Context: an optimization exercise on an open-source flow, tuned for small area, a short achievable clock period and few clock cycles. The choices shown serve that exercise and are no tape-out recipe. RTL that was checked went through simulation tests only; none was proved equivalent to the original. Power and IR drop assume default switching activity.

==> job 4131: inputs <==
Design bsb_pcodec, start of the top module:
module bsb_pcodec (
    input  wire        clk,
    input  wire        rst,
    input  wire        start,
    input  wire        op,         
    input  wire [2:0]  tag,
    input  wire [15:0] div,
    input  wire [7:0]  plen,
    input  wire [95:0] pay_in,
    input  wire [7:0]  v_flag,
    input  wire [31:0] v_int,
    input  wire [31:0] v_mnum,
    input  wire [31:0] v_mden,
    input  wire [15:0] v_year,
    input  wire [7:0]  v_mon,
    input  wire [7:0]  v_day,
    input  wire [7:0]  v_wday,
    input  wire [7:0]  v_hour,
    input  wire [7:0]  v_min,
    input  wire [7:0]  v_sec,
    input  wire [7:0]  v_trail,
    input  wire [1:0]  v_sn,
    input  wire        v_smark,
    input  wire [20:0] v_sh,
    input  wire [23:0] v_sm,
    input  wire [23:0] v_eh,
    input  wire [23:0] v_em,
    output wire        ready,
    output reg         done,
    output wire [7:0]  err,
    output wire [2:0]  o_tag,
    output wire [7:0]  o_flag,
    output wire [31:0] o_int,
    output wire [31:0] o_mnum,
    output wire [31:0] o_mden,
    output wire [15:0] o_year,
    output wire [7:0]  o_mon,
    output wire [7:0]  o_day,
    output wire [7:0]  o_wday,
    output wire [7:0]  o_hour,
    output wire [7:0]  o_min,
    output wire [7:0]  o_sec,
    output wire [7:0]  o_trail,
    output wire [1:0]  o_sn,
    output wire        o_smark,
    output wire [20:0] o_sh,
    output wire [23:0] o_sm,
    output wire [23:0] o_eh,
    output wire [23:0] o_em,
    output wire [95:0] o_pay,
    output wire [7:0]  o_plen
);
==> module bsb_fenc, before the edit <==
module bsb_fenc (
    input  wire        clk,
    input  wire        rst,
    input  wire        go,
    input  wire [3:0]  p1,      
    input  wire [2:0]  g_in,    
    input  wire        pz,      
    input  wire        neg,
    input  wire [32:0] m0,
    input  wire [31:0] mag,
    input  wire [15:0] d,
    input  wire [31:0] den,
    output wire        idle,
    output wire        fin,     
    output wire        ovf,
    output wire [15:0] q16
);
    localparam F_IDLE = 3'd0, F_MUL = 3'd1, F_NORM = 3'd2, F_DIV = 3'd3, F_RND = 3'd4;
    reg [2:0]  st;
    reg [3:0]  cnt;
    reg        first;
    reg        sgn;
    reg [47:0] x;       
    reg         b_neg, b_two, b_one;
    wire [33:0] dext   = {17'd0, d, 1'b0};
    wire [3:0]  cnt_nx = cnt - 4'd1;
    wire [2:0]  grp_nx = dext[{cnt_nx, 1'b0} +: 3];
    wire [32:0] mm    = b_two ? {mag, 1'b0} : (b_one ? {1'b0, mag} : 33'd0);
    wire [47:0] addend = {15'd0, mm} ^ {48{b_neg}};
    wire [47:0] x_mul = {x[45:0], 2'b00} + addend + {47'd0, b_neg};
    function [5:0] bitlen32;
        input [31:0] v;
        integer k;
        begin
            bitlen32 = 6'd0;
            for (k = 0; k < 32; k = k + 1)
                if (v[k]) bitlen32 = k + 1;
        end
    endfunction
    wire [5:0]  bl_a = bitlen32(mag);
    wire [5:0]  bl_b = bitlen32({16'd0, d});
    wire [5:0]  bl_c = bitlen32(den);
    wire [6:0]  bl_ab = {1'b0, bl_a} + {1'b0, bl_b};
    wire        e_ovf = (bl_ab >= {1'b0, bl_c} + 7'd18);    
    wire        e_q0  = (bl_ab + 7'd2 <= {1'b0, bl_c});     
    reg         e_ovf_r, e_q0_r, second;
    wire        efin  = (st == F_MUL) && second && (e_ovf_r || e_q0_r);
    wire        big  = (x[47:16] >= den);                        
    wire        lt0  = (x[47:32] == 16'd0) && (x[31:0] < den);   
    wire        lt8  = (x[47:40] == 8'd0) && (x[39:8] < den);    
    wire [33:0] sv   = {x[47:14]};
    wire [35:0] t1   = {2'b00, sv} - {4'd0, den};
    wire [35:0] t2   = {2'b00, sv} - {3'd0, den, 1'b0};
    wire [35:0] n1   = ~{4'd0, den};
    wire [35:0] n2   = ~{3'd0, den, 1'b0};
    wire [35:0] cs_s = {2'b00, sv} ^ n1 ^ n2;
    wire [35:0] cs_c = ({2'b00, sv} & n1) | ({2'b00, sv} & n2) | (n1 & n2);
    wire [35:0] t3   = cs_s + {cs_c[34:0], 1'b1} + 36'd1;
    wire        q3   = ~t3[35];
    wire        q2   = ~t2[35];
    wire        q1   = ~t1[35];
    wire [1:0]  qq   = q3 ? 2'd3 : q2 ? 2'd2 : q1 ? 2'd1 : 2'd0;
    wire [31:0] rq   = q3 ? t3[31:0] : q2 ? t2[31:0] : q1 ? t1[31:0] : sv[31:0];
    wire [15:0] qt   = x[15:0];
    wire        half = ({x[47:16], 1'b0} >= {1'b0, den});
    wire        tie  = ({x[47:16], 1'b0} == {1'b0, den});
    wire        up   = half & (~tie | qt[0]);
    wire        ovf_p = qt[15] | ((&qt[14:0]) & up);
    wire        ovf_n = qt[15] & ((|qt[14:0]) | up);
    wire [15:0] qs   = qt ^ {16{sgn}};
    wire [15:0] qs1  = qs + 16'd1;
    wire [15:0] q_r  = (up ^ sgn) ? qs1 : qs;
    wire        nfin = (st == F_NORM) && big;
    assign idle = (st == F_IDLE);
    assign fin  = efin || nfin || (st == F_RND);
    assign ovf  = (st == F_MUL) ? e_ovf_r : (st == F_NORM) ? big : (sgn ? ovf_n : ovf_p);
    assign q16  = (st == F_MUL) ? 16'd0 : q_r;
    always @(posedge clk) begin
        case (st)
            F_MUL:   x <= x_mul;
            F_NORM:  x <= lt0 ? {x[31:0], 16'd0} : lt8 ? {x[39:0], 8'd0} : x;
            F_DIV:   x <= {rq, x[13:0], qq};
            default: x <= {15'd0, m0};
        endcase
        if (rst) begin
            st  <= F_IDLE;
        end else begin
            case (st)
                F_IDLE: begin
                    first <= 1'b1;
                    second <= 1'b0;
                    b_neg <= g_in[2] & ~(g_in[1] & g_in[0]);
                    b_two <= (g_in == 3'b011) || (g_in == 3'b100);
                    b_one <= g_in[1] ^ g_in[0];
                    if (go) begin
                        cnt <= p1;
                        sgn <= neg;
                        st  <= pz ? F_NORM : F_MUL;
                    end
                end
                F_MUL: begin
                    first   <= 1'b0;
                    second  <= first;
                    e_ovf_r <= e_ovf;
                    e_q0_r  <= e_q0;
                    b_neg <= grp_nx[2] & ~(grp_nx[1] & grp_nx[0]);
                    b_two <= (grp_nx == 3'b011) || (grp_nx == 3'b100);
                    b_one <= grp_nx[1] ^ grp_nx[0];
                    cnt <= cnt_nx;
                    if (efin)            st <= F_IDLE;
                    else if (cnt == 4'd0) st <= F_NORM;
                end
                F_NORM: begin
                    cnt <= lt8 ? 4'd3 : 4'd7;
                    st  <= nfin ? F_IDLE : lt0 ? F_RND : F_DIV;
                end
                F_DIV: begin
                    cnt <= cnt - 4'd1;
                    if (cnt == 4'd0) st <= F_RND;
                end
                default: st <= F_IDLE;
            endcase
        end
    end
endmodule
Settings: LEC_CHECK=0, CAP_MARGIN=20, CORE_MARGIN=2, CORE_UTILIZATION=40, SETUP_SLACK_MARGIN=5, SLEW_MARGIN=20; clock period 10.0 ns.
standard.sh (not shown) runs the stock make flow with config.mk's settings and CLKGATE_MAP_FILE= SYNTH_SCRIPT=/design/flow/synth_recipe.tcl, a recipe that flattens the netlist after the stock synthesis.
==> flow/flow/run.sh <==
#!/bin/bash
# The standard layout, with the port buffers made of the smallest buffer cell
# (sky130_fd_sc_hd__buf_1) instead of the one buffer_ports picks by default.
set -euo pipefail
bash standard.sh "BUFFER_PORTS_ARGS=-buffer_cell sky130_fd_sc_hd__buf_1" finish > standard_flow.log 2>&1
==> job 8487 (differences from job 4131) <==
--- a/flow/design.v
+++ b/flow/design.v
@@ -78,17 +78,9 @@
     wire        lt8  = (x[47:40] == 8'd0) && (x[39:8] < den);    
-    wire [33:0] sv   = {x[47:14]};
-    wire [35:0] t1   = {2'b00, sv} - {4'd0, den};
-    wire [35:0] t2   = {2'b00, sv} - {3'd0, den, 1'b0};
-    wire [35:0] n1   = ~{4'd0, den};
-    wire [35:0] n2   = ~{3'd0, den, 1'b0};
-    wire [35:0] cs_s = {2'b00, sv} ^ n1 ^ n2;
-    wire [35:0] cs_c = ({2'b00, sv} & n1) | ({2'b00, sv} & n2) | (n1 & n2);
-    wire [35:0] t3   = cs_s + {cs_c[34:0], 1'b1} + 36'd1;
-    wire        q3   = ~t3[35];
-    wire        q2   = ~t2[35];
-    wire        q1   = ~t1[35];
-    wire [1:0]  qq   = q3 ? 2'd3 : q2 ? 2'd2 : q1 ? 2'd1 : 2'd0;
-    wire [31:0] rq   = q3 ? t3[31:0] : q2 ? t2[31:0] : q1 ? t1[31:0] : sv[31:0];
+    wire        den1 = (den == 32'd1);                           
+    wire [32:0] sa   = {x[47:16], x[15] & (st != F_RND)};
+    wire [33:0] ta   = {1'b0, sa} - {2'b00, den};
+    wire        qa   = ~ta[33];
+    wire [31:0] ra   = qa ? ta[31:0] : sa[31:0];
     wire [15:0] qt   = x[15:0];
-    wire        half = ({x[47:16], 1'b0} >= {1'b0, den});
+    wire        half = qa;
     wire        tie  = ({x[47:16], 1'b0} == {1'b0, den});
@@ -108,4 +100,6 @@
             F_MUL:   x <= x_mul;
-            F_NORM:  x <= lt0 ? {x[31:0], 16'd0} : lt8 ? {x[39:0], 8'd0} : x;
-            F_DIV:   x <= {rq, x[13:0], qq};
+            F_NORM:  x <= lt0    ? {x[31:0], 16'd0} :
+                        den1   ? {32'd0, x[15:0]} :
+                        lt8    ? {x[39:0], 8'd0}  : {ra, x[14:0], qa};
+            F_DIV:   x <= {ra, x[14:0], qa};
             default: x <= {15'd0, m0};
@@ -141,4 +135,4 @@
                 F_NORM: begin
-                    cnt <= lt8 ? 4'd3 : 4'd7;
-                    st  <= nfin ? F_IDLE : lt0 ? F_RND : F_DIV;
+                    cnt <= lt8 ? 4'd7 : 4'd14;
+                    st  <= nfin ? F_IDLE : (lt0 || den1) ? F_RND : F_DIV;
                 end
==> flow/flow/run.sh (replaced) <==
#!/bin/bash
# The standard layout with two changes to how it is made:
#  - the port buffers use the smallest buffer cell (sky130_fd_sc_hd__buf_1);
#  - timing repair aims 5.75 ns below the clock period (SETUP_SLACK_MARGIN).
set -euo pipefail
bash standard.sh "BUFFER_PORTS_ARGS=-buffer_cell sky130_fd_sc_hd__buf_1" \
    "SETUP_SLACK_MARGIN=5.75" finish > standard_flow.log 2>&1
SETUP_SLACK_MARGIN = default   (was 5)
==> job 6787 (differences from job 4131) <==
--- a/flow/design.v
+++ b/flow/design.v
@@ -78,17 +78,8 @@
     wire        lt8  = (x[47:40] == 8'd0) && (x[39:8] < den);    
-    wire [33:0] sv   = {x[47:14]};
-    wire [35:0] t1   = {2'b00, sv} - {4'd0, den};
-    wire [35:0] t2   = {2'b00, sv} - {3'd0, den, 1'b0};
-    wire [35:0] n1   = ~{4'd0, den};
-    wire [35:0] n2   = ~{3'd0, den, 1'b0};
-    wire [35:0] cs_s = {2'b00, sv} ^ n1 ^ n2;
-    wire [35:0] cs_c = ({2'b00, sv} & n1) | ({2'b00, sv} & n2) | (n1 & n2);
-    wire [35:0] t3   = cs_s + {cs_c[34:0], 1'b1} + 36'd1;
-    wire        q3   = ~t3[35];
-    wire        q2   = ~t2[35];
-    wire        q1   = ~t1[35];
-    wire [1:0]  qq   = q3 ? 2'd3 : q2 ? 2'd2 : q1 ? 2'd1 : 2'd0;
-    wire [31:0] rq   = q3 ? t3[31:0] : q2 ? t2[31:0] : q1 ? t1[31:0] : sv[31:0];
+    wire [32:0] sa   = {x[47:16], x[15] & (st != F_RND)};
+    wire [33:0] ta   = {1'b0, sa} - {2'b00, den};
+    wire        qa   = ~ta[33];
+    wire [31:0] ra   = qa ? ta[31:0] : sa[31:0];
     wire [15:0] qt   = x[15:0];
-    wire        half = ({x[47:16], 1'b0} >= {1'b0, den});
+    wire        half = qa;
     wire        tie  = ({x[47:16], 1'b0} == {1'b0, den});
@@ -109,3 +100,3 @@
             F_NORM:  x <= lt0 ? {x[31:0], 16'd0} : lt8 ? {x[39:0], 8'd0} : x;
-            F_DIV:   x <= {rq, x[13:0], qq};
+            F_DIV:   x <= {ra, x[14:0], qa};
             default: x <= {15'd0, m0};
@@ -141,3 +132,3 @@
                 F_NORM: begin
-                    cnt <= lt8 ? 4'd3 : 4'd7;
+                    cnt <= lt8 ? 4'd7 : 4'd15;
                     st  <= nfin ? F_IDLE : lt0 ? F_RND : F_DIV;
==> flow/flow/run.sh (replaced) <==
#!/bin/bash
# The standard layout with two changes to how it is made:
#  - the port buffers use the smallest buffer cell (sky130_fd_sc_hd__buf_1);
#  - timing repair aims 6 ns below the clock period (SETUP_SLACK_MARGIN=6), so
#    that the achieved period is pushed well below the 10 ns target.
set -euo pipefail
bash standard.sh "BUFFER_PORTS_ARGS=-buffer_cell sky130_fd_sc_hd__buf_1" \
    "SETUP_SLACK_MARGIN=6" finish > standard_flow.log 2>&1
SETUP_SLACK_MARGIN = default   (was 5)
==> job 6515 (differences from job 4131) <==
--- a/flow/design.v
+++ b/flow/design.v
@@ -78,17 +78,9 @@
     wire        lt8  = (x[47:40] == 8'd0) && (x[39:8] < den);    
-    wire [33:0] sv   = {x[47:14]};
-    wire [35:0] t1   = {2'b00, sv} - {4'd0, den};
-    wire [35:0] t2   = {2'b00, sv} - {3'd0, den, 1'b0};
-    wire [35:0] n1   = ~{4'd0, den};
-    wire [35:0] n2   = ~{3'd0, den, 1'b0};
-    wire [35:0] cs_s = {2'b00, sv} ^ n1 ^ n2;
-    wire [35:0] cs_c = ({2'b00, sv} & n1) | ({2'b00, sv} & n2) | (n1 & n2);
-    wire [35:0] t3   = cs_s + {cs_c[34:0], 1'b1} + 36'd1;
-    wire        q3   = ~t3[35];
-    wire        q2   = ~t2[35];
-    wire        q1   = ~t1[35];
-    wire [1:0]  qq   = q3 ? 2'd3 : q2 ? 2'd2 : q1 ? 2'd1 : 2'd0;
-    wire [31:0] rq   = q3 ? t3[31:0] : q2 ? t2[31:0] : q1 ? t1[31:0] : sv[31:0];
+    wire        den1 = (den == 32'd1);                           
+    wire [32:0] sa   = {x[47:16], x[15] & (st != F_RND)};
+    wire [33:0] ta   = {1'b0, sa} - {2'b00, den};
+    wire        qa   = ~ta[33];
+    wire [31:0] ra   = qa ? ta[31:0] : sa[31:0];
     wire [15:0] qt   = x[15:0];
-    wire        half = ({x[47:16], 1'b0} >= {1'b0, den});
+    wire        half = qa;
     wire        tie  = ({x[47:16], 1'b0} == {1'b0, den});
@@ -108,4 +100,6 @@
             F_MUL:   x <= x_mul;
-            F_NORM:  x <= lt0 ? {x[31:0], 16'd0} : lt8 ? {x[39:0], 8'd0} : x;
-            F_DIV:   x <= {rq, x[13:0], qq};
+            F_NORM:  x <= lt0    ? {x[31:0], 16'd0} :
+                        den1   ? {32'd0, x[15:0]} :
+                        lt8    ? {x[39:0], 8'd0}  : {ra, x[14:0], qa};
+            F_DIV:   x <= {ra, x[14:0], qa};
             default: x <= {15'd0, m0};
@@ -141,4 +135,4 @@
                 F_NORM: begin
-                    cnt <= lt8 ? 4'd3 : 4'd7;
-                    st  <= nfin ? F_IDLE : lt0 ? F_RND : F_DIV;
+                    cnt <= lt8 ? 4'd7 : 4'd14;
+                    st  <= nfin ? F_IDLE : (lt0 || den1) ? F_RND : F_DIV;
                 end
==> flow/flow/run.sh (replaced) <==
#!/bin/bash
# The standard layout with two changes to how it is made:
#  - the port buffers use the smallest buffer cell (sky130_fd_sc_hd__buf_1);
#  - timing repair aims 5.5 ns below the clock period (SETUP_SLACK_MARGIN).
set -euo pipefail
bash standard.sh "BUFFER_PORTS_ARGS=-buffer_cell sky130_fd_sc_hd__buf_1" \
    "SETUP_SLACK_MARGIN=5.5" finish > standard_flow.log 2>&1
CORE_UTILIZATION = 50   (was 40)
SETUP_SLACK_MARGIN = default   (was 5)
==> run notes <==
status complete, no violations; num tapcells between 800 and 900; r2r endpoint u_fenc.e_q0_r; post-synthesis compound-gate area fraction 0.2839; dpl ws ~4.4 ns; total power draw roughly 0.0064 W; DR WL/cell 30.60 microns; Seq area share 0.1584; antenna fix cells 10; Pleak ~12 nW; Clock-cell share 0.01722
Source of the figures above: job 6787

==> run notes <==
DR WL/cell roughly 37 microns; status complete, no violations; Pleak between 10 and 15 nW; post-synthesis compound-gate area fraction 0.2964; Clock-cell share 0.01968; r2r endpoint u_fenc.e_q0_r
Source of the figures above: job 6515

==> run notes <==
count of state elements after synthesis 171; CTS sink count approximately 170; ys flop type edfxtp_1; dpl ws 4.142 ns; status complete, no violations; Max Cap Viol 0; antenna violations before repair 63; num tapcells ~980; Pleak about 13 nW; DR WL/cell about 36 microns; total power draw 0.004373 W
Source of the figures above: job 4131

==> run notes <==
post-synthesis compound-gate area fraction 0.2964; r2r endpoint u_fenc.e_q0_r; Clock-cell share 0.02019; Top reg by flops r; total power draw ~0.0089 W; num tapcells ~860; antenna fix cells 15; Pleak approximately 12 nW; status complete, no violations; DR WL/cell roughly 30 microns; Seq area share 0.1577
Source of the figures above: job 8487

Testbench counts of job 8487, summed over its fixed seeds: cycles 37,804.
Testbench counts of job 6787, summed over its fixed seeds: cycles 40,045.
Testbench counts of job 6515, summed over its fixed seeds: cycles 37,804.
The RTL of job 4131 was laid out without a check of its function.

-- re-timing with driven ports --
How much do the figures lean on ideal ports? The routed layouts below were timed once more, with nothing changed but the port constraints. Step 1 assumes that a clkbuf_16 drives the clock port and a buf_2 every other input. Step 2 moves the port delays by t, midway between the first and last clock arrival at a register: inputs arrive t later, outputs are due t later. That takes back most of the time a late clock gives input paths. Slacks: no drivers / after step 1 / after step 2; pairs: no drivers / after step 1.
run | t (ns) | setup WS [ns] | hold WS [ns] | pins driven straight from the clock port
job 4131 | 0.586 | 4.975 / 5.014 / 4.428 | 0.577 / 0.577 / 0.577 | 1
job 8487 | 0.578 | 5.276 / 5.256 / 4.678 | 0.585 / 0.585 / 0.585 | 1
job 6787 | 0.579 | 5.387 / 5.405 / 4.826 | 0.527 / 0.527 / 0.527 | 1
job 6515 | 0.593 | 5.307 / 5.331 / 4.738 | 0.593 / 0.593 / 0.593 | 1
After both steps every run listed still meets setup and hold. The setup slack of job 8487, which loses most, moves by -0.020 ns with the drivers and by -0.598 ns with both steps.
